Background: an optimization exercise with open tools, aiming at small area, a short achievable clock period and few clock cycles per item. Do not read the settings as production practice.
In this exercise RTL edits were held to simulation tests only and were not proved equivalent to the original.

==> lagoon: inputs <==
==> flow/design.v <==
module frame_decoder #(
    parameter MAX_LEN = 64
) (
    input  wire       clk,
    input  wire       rst,
    input  wire       rx_valid,
    output wire       rx_ready,
    input  wire [7:0] rx_data,
    output reg        out_valid,
    input  wire       out_ready,
    output reg  [7:0] out_data,
    output reg  [1:0] out_status,
    output reg        out_last
);
    localparam MAX_SPAN = MAX_LEN + 3;   
    localparam P        = MAX_LEN - 1;   
    localparam R        = P + 2;         
    localparam QD       = 8;             
    localparam ST_OK      = 2'd0;
    localparam ST_BAD     = 2'd1;
    localparam ST_BAD_CRC = 2'd2;
    function [15:0] crc_step(input [15:0] c, input [7:0] b);
        reg [7:0] x;
        begin
            x = c[15:8] ^ b;
            x = x ^ (x >> 4);
            crc_step = (c << 8) ^ ({8'd0, x} << 12) ^ ({8'd0, x} << 5) ^ {8'd0, x};
        end
    endfunction
    reg        rdy;        
    reg        h0;         
    reg [7:0]  d0;
    reg        z0;         
    reg        w_ok;       
    reg        hunt;
    reg [6:0]  slen;       
    reg        s0;         
    reg        sf;         
    reg [6:0]  cnt;        
    reg        c0;         
    reg [5:0]  nt;         
    reg [7:0]  u_new;      
    reg [7:0]  u_old;      
    reg [15:0] crc;        
    reg        in_dp;      
    reg [8:0]  ring [0:R-1];   
    reg [6:0]  wl;         
    reg        wl_last;    
    reg [6:0]  rl;         
    reg        rl0;        
    reg        l0;         
    reg        lfull;      
    reg        ldir;       
    reg [QD-1:0] q;        
    reg [QD-1:0] qv;       
    reg        hv;         
    reg [7:0]  hd;
    assign rx_ready = rdy;
    wire       q_ne    = qv[0];
    wire       go      = h0 & rdy;     
    wire       enter   = go & hunt & z0;
    wire       acc     = go & ~hunt;
    wire       take    = acc & ~z0 & ~sf;
    wire       emit    = take & ~(c0 & s0);
    wire [7:0] e       = c0 ? 8'h00 : d0;
    wire       dwr     = emit & nt[1];
    wire       close   = acc & z0 & ~s0;
    wire       over    = acc & ~z0 & sf;
    wire       bad     = ~c0 | ~nt[5];
    wire       crc_ok  = (crc == {u_new, u_old});
    wire [1:0] verdict = (over | bad) ? ST_BAD : crc_ok ? ST_OK : ST_BAD_CRC;
    wire       mark    = close | over;
    wire       wr      = w_ok & (dwr | mark | ~in_dp);
    wire [8:0] wdata   = dwr  ? {1'b1, u_old} :
                         mark ? {1'b0, 5'd0, 1'b1, verdict} : 9'd0;
    wire [8:0] s       = ring[P];
    wire       s_byte  = s[8];
    wire       s_mark  = ~s[8] & s[2];
    wire       s_fill  = ~s[8] & ~s[2];
    wire       room    = ~out_valid | out_ready;
    wire       r_at    = rl0 & ~l0;
    wire       c_byte  = s_byte & (~hv | (q_ne & (~q[0] | room)));
    wire       c_mark  = s_mark & q_ne & room;
    wire       rd      = r_at & (s_fill | c_byte | c_mark);
    wire       emit_h  = r_at & s_byte & hv & q_ne & q[0] & room;
    wire       emit_m  = r_at & c_mark;
    integer k;
    always @(posedge clk) begin
        ring[0] <= wr ? wdata : ring[R-1];
        for (k = 1; k < R; k = k + 1) ring[k] <= ring[k-1];
    end
    wire       up      = wr & ~rd;
    wire       dn      = ~wr & rd;
    wire [6:0] wl_i    = wl_last ? 7'd0 : wl + 1'b1;
    wire       lz_n    = up ? (rl == 7'd0) : dn ? (wl == R - 2) : (l0 | lfull);
    wire       ldir_n  = up | (ldir & ~dn);
    wire       full_n  = lz_n & ldir_n;
    wire       l0_n    = lz_n & ~ldir_n;
    wire       w_ok_n  = (wr | wl_last) & ~full_n;
    wire       okb     = (verdict == ST_OK);
    wire       q_ok_n  = ~qv[QD-2];          
    wire       h0_n    = rdy ? rx_valid : h0;
    always @(posedge clk) begin
            if (enter) begin
                slen <= 7'd0;
                s0   <= 1'b1;
                sf   <= 1'b0;
                cnt  <= 7'd0;
                c0   <= 1'b1;
                nt   <= 6'd0;
                crc  <= 16'hFFFF;
            end
            if (take) begin
                slen <= slen + 1'b1;
                s0   <= 1'b0;
                sf   <= (slen == MAX_SPAN - 1);
                if (c0) begin
                    cnt <= d0[7] ? 7'h7F : (d0[6:0] - 1'b1);
                    c0  <= (d0 == 8'h01);
                end else begin
                    cnt <= cnt - 1'b1;
                    c0  <= (cnt == 7'd1);
                end
            end
            if (emit) begin
                if (nt[1]) crc <= crc_step(crc, u_old);
                u_old <= u_new;
                u_new <= e;
                nt    <= {nt[4:0], 1'b1};
            end
    end
    integer j;
    always @(posedge clk) begin
        if (rst) begin
            rdy   <= 1'b1;
            h0    <= 1'b0;
            w_ok  <= 1'b1;
            hunt  <= 1'b1;
            in_dp <= 1'b0;
            wl    <= 7'd0;
            wl_last <= 1'b0;
            rl    <= R - P - 1;
            rl0   <= 1'b0;
            l0    <= 1'b1;
            lfull <= 1'b0;
            ldir  <= 1'b0;
            qv    <= {QD{1'b0}};
            hv    <= 1'b0;
            out_valid <= 1'b0;
        end else begin
            rdy <= ~h0_n | (w_ok_n & q_ok_n);
            h0  <= h0_n;
            if (rdy) begin
                d0 <= rx_data;
                z0 <= (rx_data == 8'h00);
            end
            if (enter) hunt <= 1'b0;
            if (mark)  hunt <= 1'b1;
            if (dwr)  in_dp <= 1'b1;
            if (mark) in_dp <= 1'b0;
            wl      <= wr ? 7'd0 : wl_i;
            wl_last <= ~wr & (wl == R - 2);
            l0      <= l0_n;
            lfull   <= full_n;
            ldir    <= ldir_n;
            w_ok    <= w_ok_n;
            for (j = 0; j < QD; j = j + 1) begin
                if (mark && (emit_m ? (qv[j] && (j == QD - 1 || !qv[j+1]))
                                    : ((j == 0 || qv[j-1]) && !qv[j])))
                    q[j] <= okb;
                else if (emit_m)
                    q[j] <= (j == QD - 1) ? 1'b0 : q[j+1];
                if (emit_m)
                    qv[j] <= (j == QD - 1) ? mark & qv[j] : (qv[j+1] | (mark & qv[j]));
                else
                    qv[j] <= qv[j] | (mark & (j == 0 || qv[j-1]));
            end
            rl  <= rd ? 7'd0 : (rl == R - 1) ? 7'd0 : rl + 1'b1;
            rl0 <= rd | (rl == R - 1);
            if (rd & s_byte) begin
                hv <= 1'b1;
                hd <= s[7:0];
            end
            if (emit_m) hv <= 1'b0;
            if (room) begin
                out_valid  <= emit_h | emit_m;
                out_data   <= hd;
                out_status <= emit_m ? s[1:0] : ST_OK;
                out_last   <= emit_m;
            end
        end
    end
endmodule
==> flow/run.sh <==
#!/bin/bash
# synth_recipe.tcl (not shown) runs the flow's synth.tcl, then flattens the netlist and writes it again
# the make line also repeats each setting of config.mk as NAME=value (left out here)
make -C /OpenROAD-flow-scripts/flow DESIGN_CONFIG=/design/flow/config.mk WORK_HOME=/design/flow/orfs CLKGATE_MAP_FILE= SYNTH_SCRIPT=/design/flow/synth_recipe.tcl finish
==> flow/config.mk <==
export PLATFORM = sky130hd
export DESIGN_NAME = frame_decoder
export DESIGN_NICKNAME = frame_decoder
export VERILOG_FILES = /design/flow/design.v
export SDC_FILE = /design/flow/constraint.sdc
export NUM_CORES = 4
export LEC_CHECK = 0
export ABC_AREA = 1
export CAP_MARGIN = 20
export CORE_MARGIN = 2
export CORE_UTILIZATION = 70
export CTS_CLUSTER_DIAMETER = 70
export CTS_CLUSTER_SIZE = 26
export PLACE_DENSITY = 0.85
export SETUP_SLACK_MARGIN = 3.7
export SLEW_MARGIN = 20
==> flow/constraint.sdc <==
create_clock -name core_clock -period 6.0 [get_ports {clk}]
set_input_delay 1.2000 -clock core_clock [delete_from_list [all_inputs] [get_ports {clk}]]
set_output_delay 1.2000 -clock core_clock [all_outputs]
set_load 0.01 [all_outputs]
==> harbor (differences from lagoon) <==
==> flow/design.v, changed modules only <==
module frame_decoder #(
    parameter MAX_LEN = 64
) (
    input  wire       clk,
    input  wire       rst,
    input  wire       rx_valid,
    output wire       rx_ready,
    input  wire [7:0] rx_data,
    output reg        out_valid,
    input  wire       out_ready,
    output reg  [7:0] out_data,
    output reg  [1:0] out_status,
    output reg        out_last
);
    localparam MAX_SPAN = MAX_LEN + 3;   
    localparam P        = MAX_LEN - 1;   
    localparam R        = P + 2;         
    localparam QD       = 8;             
    localparam ST_OK      = 2'd0;
    localparam ST_BAD     = 2'd1;
    localparam ST_BAD_CRC = 2'd2;
    function [15:0] crc_step(input [15:0] c, input [7:0] b);
        reg [7:0] x;
        begin
            x = c[15:8] ^ b;
            x = x ^ (x >> 4);
            crc_step = (c << 8) ^ ({8'd0, x} << 12) ^ ({8'd0, x} << 5) ^ {8'd0, x};
        end
    endfunction
    reg        rdy;        
    reg        h0;         
    reg [7:0]  d0;
    reg        z0;         
    reg        o0;         
    reg        w_ok;       
    reg        q_ok;       
    reg        hunt;
    reg [6:0]  slen;       
    reg        s0;         
    reg        sf;         
    reg [6:0]  cnt;        
    reg        c0;         
    reg [5:0]  nt;         
    reg [7:0]  u_new;      
    reg [7:0]  u_old;      
    reg [15:0] crc;        
    reg        in_dp;      
    reg [8:0]  ring [0:R-1];   
    reg [6:0]  wl;         
    reg        wl_last;    
    reg [6:0]  rl;         
    reg        rl0;        
    reg [6:0]  live;       
    reg        l0;         
    reg [QD-1:0] q;        
    reg [3:0]    qn;       
    reg          q_ne;     
    reg        hv;         
    reg [7:0]  hd;
    assign rx_ready = rdy;
    wire       go      = h0 & w_ok & q_ok;
    wire       enter   = go & hunt & z0;
    wire       acc     = go & ~hunt;
    wire       take    = acc & ~z0 & ~sf;
    wire       emit    = take & ~(c0 & s0);
    wire [7:0] e       = c0 ? 8'h00 : d0;
    wire       dwr     = emit & nt[1];
    wire       close   = acc & z0 & ~s0;
    wire       over    = acc & ~z0 & sf;
    wire       bad     = ~c0 | ~nt[5];
    wire       crc_ok  = (crc == {u_new, u_old});
    wire [1:0] verdict = (over | bad) ? ST_BAD : crc_ok ? ST_OK : ST_BAD_CRC;
    wire       mark    = close | over;
    wire       wr      = w_ok & (dwr | mark | ~in_dp);
    wire [8:0] wdata   = dwr  ? {1'b1, u_old} :
                         mark ? {1'b0, 5'd0, 1'b1, verdict} : 9'd0;
    wire [8:0] s       = ring[P];
    wire       s_byte  = s[8];
    wire       s_mark  = ~s[8] & s[2];
    wire       s_fill  = ~s[8] & ~s[2];
    wire       out_free = ~out_valid | out_ready;
    wire       r_at    = rl0 & ~l0;
    wire       c_byte  = s_byte & (~hv | (q_ne & (~q[0] | out_free)));
    wire       c_mark  = s_mark & q_ne & out_free;
    wire       rd      = r_at & (s_fill | c_byte | c_mark);
    wire       emit_h  = r_at & s_byte & hv & q_ne & q[0] & out_free;
    wire       emit_m  = r_at & c_mark;
    integer k;
    always @(posedge clk) begin
        ring[0] <= wr ? wdata : ring[R-1];
        for (k = 1; k < R; k = k + 1) ring[k] <= ring[k-1];
    end
    wire       up      = wr & ~rd;
    wire       dn      = ~wr & rd;
    wire       full_n  = up ? (live == R - 1) : dn ? 1'b0 : (live == R);
    wire       l0_n    = up ? 1'b0 : dn ? (live == 7'd1) : l0;
    wire       w_ok_n  = (wr | wl_last) & ~full_n;
    wire       okb     = (verdict == ST_OK);
    wire [3:0] qn_n    = qn + {3'd0, mark} - {3'd0, emit_m};
    wire       q_ok_n  = (qn_n != QD);
    wire       h0_n    = rdy ? rx_valid : h0;
    integer j;
    always @(posedge clk) begin
        if (rst) begin
            rdy   <= 1'b1;
            h0    <= 1'b0;
            w_ok  <= 1'b1;
            q_ok  <= 1'b1;
            hunt  <= 1'b1;
            slen  <= 7'd0;
            s0    <= 1'b1;
            sf    <= 1'b0;
            cnt   <= 7'd0;
            c0    <= 1'b1;
            nt    <= 6'd0;
            crc   <= 16'hFFFF;
            in_dp <= 1'b0;
            wl    <= 7'd0;
            wl_last <= 1'b0;
            rl    <= R - P - 1;
            rl0   <= 1'b0;
            live  <= 7'd0;
            l0    <= 1'b1;
            qn    <= 4'd0;
            q_ne  <= 1'b0;
            hv    <= 1'b0;
            out_valid <= 1'b0;
        end else begin
            rdy <= ~h0_n | (w_ok_n & q_ok_n);
            h0  <= h0_n;
            if (rdy) begin
                d0 <= rx_data;
                z0 <= (rx_data == 8'h00);
                o0 <= (rx_data == 8'h01);
            end
            if (enter) begin
                hunt <= 1'b0;
                slen <= 7'd0;
                s0   <= 1'b1;
                sf   <= 1'b0;
                cnt  <= 7'd0;
                c0   <= 1'b1;
                nt   <= 6'd0;
                crc  <= 16'hFFFF;
            end
            if (mark) hunt <= 1'b1;
            if (take) begin
                slen <= slen + 1'b1;
                s0   <= 1'b0;
                sf   <= (slen == MAX_SPAN - 1);
                if (c0) begin
                    cnt <= d0[7] ? 7'h7F : (d0[6:0] - 1'b1);
                    c0  <= o0;
                end else begin
                    cnt <= cnt - 1'b1;
                    c0  <= (cnt == 7'd1);
                end
            end
            if (emit) begin
                if (nt[1]) crc <= crc_step(crc, u_old);
                u_old <= u_new;
                u_new <= e;
                nt    <= {nt[4:0], 1'b1};
            end
            if (dwr)  in_dp <= 1'b1;
            if (mark) in_dp <= 1'b0;
            wl      <= wr ? 7'd0 : wl_last ? 7'd0 : wl + 1'b1;
            wl_last <= ~wr & (wl == R - 2);
            live    <= live + {6'd0, wr} - {6'd0, rd};
            l0      <= l0_n;
            w_ok    <= w_ok_n;
            for (j = 0; j < QD; j = j + 1) begin
                if (mark && (qn - {3'd0, emit_m}) == j)
                    q[j] <= okb;
                else if (emit_m)
                    q[j] <= (j == QD - 1) ? 1'b0 : q[j+1];
            end
            qn   <= qn_n;
            q_ne <= (qn_n != 4'd0);
            q_ok <= q_ok_n;
            rl  <= rd ? 7'd0 : (rl == R - 1) ? 7'd0 : rl + 1'b1;
            rl0 <= rd | (rl == R - 1);
            if (out_valid & out_ready) out_valid <= 1'b0;
            if (rd & s_byte) begin
                hv <= 1'b1;
                hd <= s[7:0];
            end
            if (emit_h | emit_m) begin
                out_valid  <= 1'b1;
                out_data   <= hd;
                out_status <= emit_m ? s[1:0] : ST_OK;
                out_last   <= emit_m;
            end
            if (emit_m) hv <= 1'b0;
        end
    end
endmodule
Settings changed: ABC_AREA 1 to default, CORE_UTILIZATION 70 to 40, CTS_CLUSTER_DIAMETER 70 to default, CTS_CLUSTER_SIZE 26 to default, PLACE_DENSITY 0.85 to 0.6, SETUP_SLACK_MARGIN 3.7 to default.
==> juniper (differences from lagoon) <==
==> flow/design.v, changed modules only <==
module frame_decoder #(
    parameter MAX_LEN = 64
) (
    input  wire       clk,
    input  wire       rst,
    input  wire       rx_valid,
    output wire       rx_ready,
    input  wire [7:0] rx_data,
    output reg        out_valid,
    input  wire       out_ready,
    output reg  [7:0] out_data,
    output reg  [1:0] out_status,
    output reg        out_last
);
    localparam MAX_SPAN = MAX_LEN + 3;   
    localparam P        = MAX_LEN - 1;   
    localparam R        = P + 2;         
    localparam QD       = 8;             
    localparam ST_OK      = 2'd0;
    localparam ST_BAD     = 2'd1;
    localparam ST_BAD_CRC = 2'd2;
    function [15:0] crc_step(input [15:0] c, input [7:0] b);
        reg [7:0] x;
        begin
            x = c[15:8] ^ b;
            x = x ^ (x >> 4);
            crc_step = (c << 8) ^ ({8'd0, x} << 12) ^ ({8'd0, x} << 5) ^ {8'd0, x};
        end
    endfunction
    reg        rdy;        
    reg        h0;         
    reg [7:0]  d0;
    reg        z0;         
    reg        o0;         
    reg        w_ok;       
    reg        q_ok;       
    reg        hunt;
    reg [6:0]  slen;       
    reg        s0;         
    reg        sf;         
    reg [6:0]  cnt;        
    reg        c0;         
    reg [5:0]  nt;         
    reg [7:0]  u_new;      
    reg [7:0]  u_old;      
    reg [15:0] crc;        
    reg        in_dp;      
    reg [8:0]  ring [0:R-1];   
    reg [6:0]  wl;         
    reg        wl_last;    
    reg [6:0]  rl;         
    reg        rl0;        
    reg [6:0]  live;       
    reg        l0;         
    reg [QD-1:0] q;        
    reg [3:0]    qn;       
    reg          q_ne;     
    reg        hv;         
    reg [7:0]  hd;
    reg        bv;         
    reg [7:0]  bd;
    reg [1:0]  bs;
    reg        bl;
    assign rx_ready = rdy;
    wire       go      = h0 & w_ok & q_ok;
    wire       enter   = go & hunt & z0;
    wire       acc     = go & ~hunt;
    wire       take    = acc & ~z0 & ~sf;
    wire       emit    = take & ~(c0 & s0);
    wire [7:0] e       = c0 ? 8'h00 : d0;
    wire       dwr     = emit & nt[1];
    wire       close   = acc & z0 & ~s0;
    wire       over    = acc & ~z0 & sf;
    wire       bad     = ~c0 | ~nt[5];
    wire       crc_ok  = (crc == {u_new, u_old});
    wire [1:0] verdict = (over | bad) ? ST_BAD : crc_ok ? ST_OK : ST_BAD_CRC;
    wire       mark    = close | over;
    wire       wr      = w_ok & (dwr | mark | ~in_dp);
    wire [8:0] wdata   = dwr  ? {1'b1, u_old} :
                         mark ? {1'b0, 5'd0, 1'b1, verdict} : 9'd0;
    wire [8:0] s       = ring[P];
    wire       s_byte  = s[8];
    wire       s_mark  = ~s[8] & s[2];
    wire       s_fill  = ~s[8] & ~s[2];
    wire       room    = ~bv;      
    wire       r_at    = rl0 & ~l0;
    wire       c_byte  = s_byte & (~hv | (q_ne & (~q[0] | room)));
    wire       c_mark  = s_mark & q_ne & room;
    wire       rd      = r_at & (s_fill | c_byte | c_mark);
    wire       emit_h  = r_at & s_byte & hv & q_ne & q[0] & room;
    wire       emit_m  = r_at & c_mark;
    wire       push    = emit_h | emit_m;
    wire [1:0] p_st    = emit_m ? s[1:0] : ST_OK;
    wire       pop     = out_valid & out_ready;
    integer k;
    always @(posedge clk) begin
        ring[0] <= wr ? wdata : ring[R-1];
        for (k = 1; k < R; k = k + 1) ring[k] <= ring[k-1];
    end
    wire       up      = wr & ~rd;
    wire       dn      = ~wr & rd;
    wire [6:0] live_p  = live + 1'b1;
    wire [6:0] live_m  = live - 1'b1;
    wire [6:0] live_n  = up ? live_p : dn ? live_m : live;
    wire       full_n  = up ? (live == R - 1) : dn ? 1'b0 : (live == R);
    wire       l0_n    = up ? 1'b0 : dn ? (live == 7'd1) : l0;
    wire       w_ok_n  = (wr | wl_last) & ~full_n;
    wire       okb     = (verdict == ST_OK);
    wire [3:0] qn_p    = qn + 1'b1;
    wire [3:0] qn_m    = qn - 1'b1;
    wire [3:0] qn_n    = (mark & ~emit_m) ? qn_p : (~mark & emit_m) ? qn_m : qn;
    wire       q_ne_n  = mark | (qn > 4'd1) | ((qn == 4'd1) & ~emit_m);
    wire       q_ok_n  = (qn < QD - 1);      
    wire       h0_n    = rdy ? rx_valid : h0;
    integer j;
    always @(posedge clk) begin
        if (rst) begin
            rdy   <= 1'b1;
            h0    <= 1'b0;
            w_ok  <= 1'b1;
            q_ok  <= 1'b1;
            hunt  <= 1'b1;
            slen  <= 7'd0;
            s0    <= 1'b1;
            sf    <= 1'b0;
            cnt   <= 7'd0;
            c0    <= 1'b1;
            nt    <= 6'd0;
            crc   <= 16'hFFFF;
            in_dp <= 1'b0;
            wl    <= 7'd0;
            wl_last <= 1'b0;
            rl    <= R - P - 1;
            rl0   <= 1'b0;
            live  <= 7'd0;
            l0    <= 1'b1;
            qn    <= 4'd0;
            q_ne  <= 1'b0;
            hv    <= 1'b0;
            bv    <= 1'b0;
            out_valid <= 1'b0;
        end else begin
            rdy <= ~h0_n | (w_ok_n & q_ok_n);
            h0  <= h0_n;
            if (rdy) begin
                d0 <= rx_data;
                z0 <= (rx_data == 8'h00);
                o0 <= (rx_data == 8'h01);
            end
            if (enter) begin
                hunt <= 1'b0;
                slen <= 7'd0;
                s0   <= 1'b1;
                sf   <= 1'b0;
                cnt  <= 7'd0;
                c0   <= 1'b1;
                nt   <= 6'd0;
                crc  <= 16'hFFFF;
            end
            if (mark) hunt <= 1'b1;
            if (take) begin
                slen <= slen + 1'b1;
                s0   <= 1'b0;
                sf   <= (slen == MAX_SPAN - 1);
                if (c0) begin
                    cnt <= d0[7] ? 7'h7F : (d0[6:0] - 1'b1);
                    c0  <= o0;
                end else begin
                    cnt <= cnt - 1'b1;
                    c0  <= (cnt == 7'd1);
                end
            end
            if (emit) begin
                if (nt[1]) crc <= crc_step(crc, u_old);
                u_old <= u_new;
                u_new <= e;
                nt    <= {nt[4:0], 1'b1};
            end
            if (dwr)  in_dp <= 1'b1;
            if (mark) in_dp <= 1'b0;
            wl      <= wr ? 7'd0 : wl_last ? 7'd0 : wl + 1'b1;
            wl_last <= ~wr & (wl == R - 2);
            live    <= live_n;
            l0      <= l0_n;
            w_ok    <= w_ok_n;
            for (j = 0; j < QD; j = j + 1) begin
                if (mark && (emit_m ? (qn == j + 1) : (qn == j)))
                    q[j] <= okb;
                else if (emit_m)
                    q[j] <= (j == QD - 1) ? 1'b0 : q[j+1];
            end
            qn   <= qn_n;
            q_ne <= q_ne_n;
            q_ok <= q_ok_n;
            rl  <= rd ? 7'd0 : (rl == R - 1) ? 7'd0 : rl + 1'b1;
            rl0 <= rd | (rl == R - 1);
            if (rd & s_byte) begin
                hv <= 1'b1;
                hd <= s[7:0];
            end
            if (emit_m) hv <= 1'b0;
            if (~out_valid | pop) begin
                if (bv) begin
                    out_valid  <= 1'b1;
                    out_data   <= bd;
                    out_status <= bs;
                    out_last   <= bl;
                    bv         <= push;
                end else begin
                    out_valid  <= push;
                    out_data   <= hd;
                    out_status <= p_st;
                    out_last   <= emit_m;
                end
            end else if (push) begin
                bv <= 1'b1;
            end
            if (push) begin
                bd <= hd;
                bs <= p_st;
                bl <= emit_m;
            end
        end
    end
endmodule
Settings changed: ABC_AREA 1 to default, ABC_CLOCK_PERIOD_IN_PS from default to 2300, CORE_UTILIZATION 70 to 40, CTS_CLUSTER_DIAMETER 70 to default, CTS_CLUSTER_SIZE 26 to default, PLACE_DENSITY 0.85 to 0.6.
==> umber (differences from lagoon) <==
--- a/flow/design.v
+++ b/flow/design.v
@@ -15,3 +15,3 @@
     localparam MAX_SPAN = MAX_LEN + 3;   
-    localparam P        = MAX_LEN - 1;   
+    localparam P        = MAX_LEN;       
     localparam R        = P + 2;         
@@ -51,2 +51,3 @@
     reg        l0;         
+    reg        l1;         
     reg        lfull;      
@@ -55,4 +56,2 @@
     reg [QD-1:0] qv;       
-    reg        hv;         
-    reg [7:0]  hd;
     assign rx_ready = rdy;
@@ -81,7 +80,9 @@
     wire       r_at    = rl0 & ~l0;
-    wire       c_byte  = s_byte & (~hv | (q_ne & (~q[0] | room)));
-    wire       c_mark  = s_mark & q_ne & room;
+    wire       nx_mark = ~ring[P-1][8] & ring[P-1][2];    
+    wire       c_byte  = s_byte & q_ne & ~l1 & (~q[0] | room);
+    wire       c_mark  = s_mark & q_ne & (q[0] | room);
     wire       rd      = r_at & (s_fill | c_byte | c_mark);
-    wire       emit_h  = r_at & s_byte & hv & q_ne & q[0] & room;
-    wire       emit_m  = r_at & c_mark;
+    wire       emit_d  = r_at & s_byte & q_ne & ~l1 & q[0] & room;
+    wire       emit_e  = r_at & s_mark & q_ne & ~q[0] & room;
+    wire       emit_m  = r_at & c_mark;                    
     integer k;
@@ -98,2 +99,3 @@
     wire       l0_n    = lz_n & ~ldir_n;
+    wire       l1_n    = up ? l0 : dn ? (wl == R - 3) : l1;
     wire       w_ok_n  = (wr | wl_last) & ~full_n;
@@ -144,2 +146,3 @@
             l0    <= 1'b1;
+            l1    <= 1'b0;
             lfull <= 1'b0;
@@ -147,3 +150,2 @@
             qv    <= {QD{1'b0}};
-            hv    <= 1'b0;
             out_valid <= 1'b0;
@@ -163,2 +165,3 @@
             l0      <= l0_n;
+            l1      <= l1_n;
             lfull   <= full_n;
@@ -179,12 +182,7 @@
             rl0 <= rd | (rl == R - 1);
-            if (rd & s_byte) begin
-                hv <= 1'b1;
-                hd <= s[7:0];
-            end
-            if (emit_m) hv <= 1'b0;
             if (room) begin
-                out_valid  <= emit_h | emit_m;
-                out_data   <= hd;
-                out_status <= emit_m ? s[1:0] : ST_OK;
-                out_last   <= emit_m;
+                out_valid  <= emit_d | emit_e;
+                out_data   <= s[7:0];
+                out_status <= emit_e ? s[1:0] : ST_OK;
+                out_last   <= emit_e | nx_mark;
             end
Settings changed: ABC_AREA 1 to default, ABC_CLOCK_PERIOD_IN_PS from default to 2300, CORE_UTILIZATION 70 to 60, PLACE_DENSITY 0.85 to 0.75.
==> results.toml <==
[final_layout]
clkbuf_count = 43

[status]
status = "finished clean"

[cts]
cts.clk_slew.worst_paths_ns = 0.09

[logic_synthesis]
ys_types = 54
(the above is from umber)
==> results.toml <==
[status]
status = "finished clean"

[logic_synthesis]
synthMostInstantiatedCell = "dfxtp_1"
ys_types = 66

[cts]
cts.clk_slew.worst_paths_ns = 0.06

[final_layout]
clkbuf_count = 96
(the above is from harbor)
==> results.toml <==
[critical_path]
critical_path.startpoint = "out_data[2]"

[logic_synthesis]
syn-num-nets = 1203
synth-simple-area-share = 0.0586
ys_types = 44

[cts]
cts.clk_slew.worst_paths_ns = 0.11

[sta]
finalWorstSetupSlack_ns = 3.62

[final_layout]
clkbuf_count = 40

[pwr]
power.density_nw_per_um2 = 395

[status]
status = "finished clean"
(the above is from lagoon)
==> results.toml <==
[logic_synthesis]
ys_types = 56
yosys_warnings = 2

[pwr]
p_int_mw = 7.35

[final_layout]
clkbuf_count = 87
fin_nets = 1331

[critical_path]
crit_end = "live[3]"

[status]
status = "finished clean"

[cts]
cts.clk_slew.worst_paths_ns = 0.06
(the above is from juniper)
Testbench counts of lagoon, summed over its fixed seeds: cycles 46,880, frames 1,200.
Testbench counts of harbor, summed over its fixed seeds: cycles 46,880, frames 1,200.
Testbench counts of juniper, summed over its fixed seeds: cycles 46,880, frames 1,200.
Testbench counts of umber, summed over its fixed seeds: cycles 46,882, frames 1,200.

==> afterwards: timing with drivers on the ports <==
The results above use ideal ports. As a check the final layouts listed here were re-extracted and re-timed, cells and wires unchanged. Step 1 assumes that a clkbuf_16 drives the clock port and a buf_2 every other input. Step 2 also shifts input and output timing later by t, the mid clock arrival at the registers, as if the neighbouring blocks saw the same clock. Slacks: ideal ports / drivers / drivers and shift; pairs: ideal ports / drivers.
| run | shift t [ns] | setup WS [ns] | slew at the worst register clock pin (ns) |
|---|---|---|---|
| lagoon | 0.629 | 3.625 / 3.578 / 3.187 | 0.11 / 0.11 |
| harbor | 0.623 | 2.203 / 2.230 / 1.607 | 0.07 / 0.07 |
| juniper | 0.614 | 3.655 / 3.652 / 3.244 | 0.07 / 0.07 |
| umber | 0.585 | 3.708 / 3.665 / 3.118 | 0.10 / 0.10 |
After both steps every run listed still meets setup and hold. For harbor, which loses most, drivers alone change the setup slack by +0.027 ns; drivers and shift together by -0.596 ns.
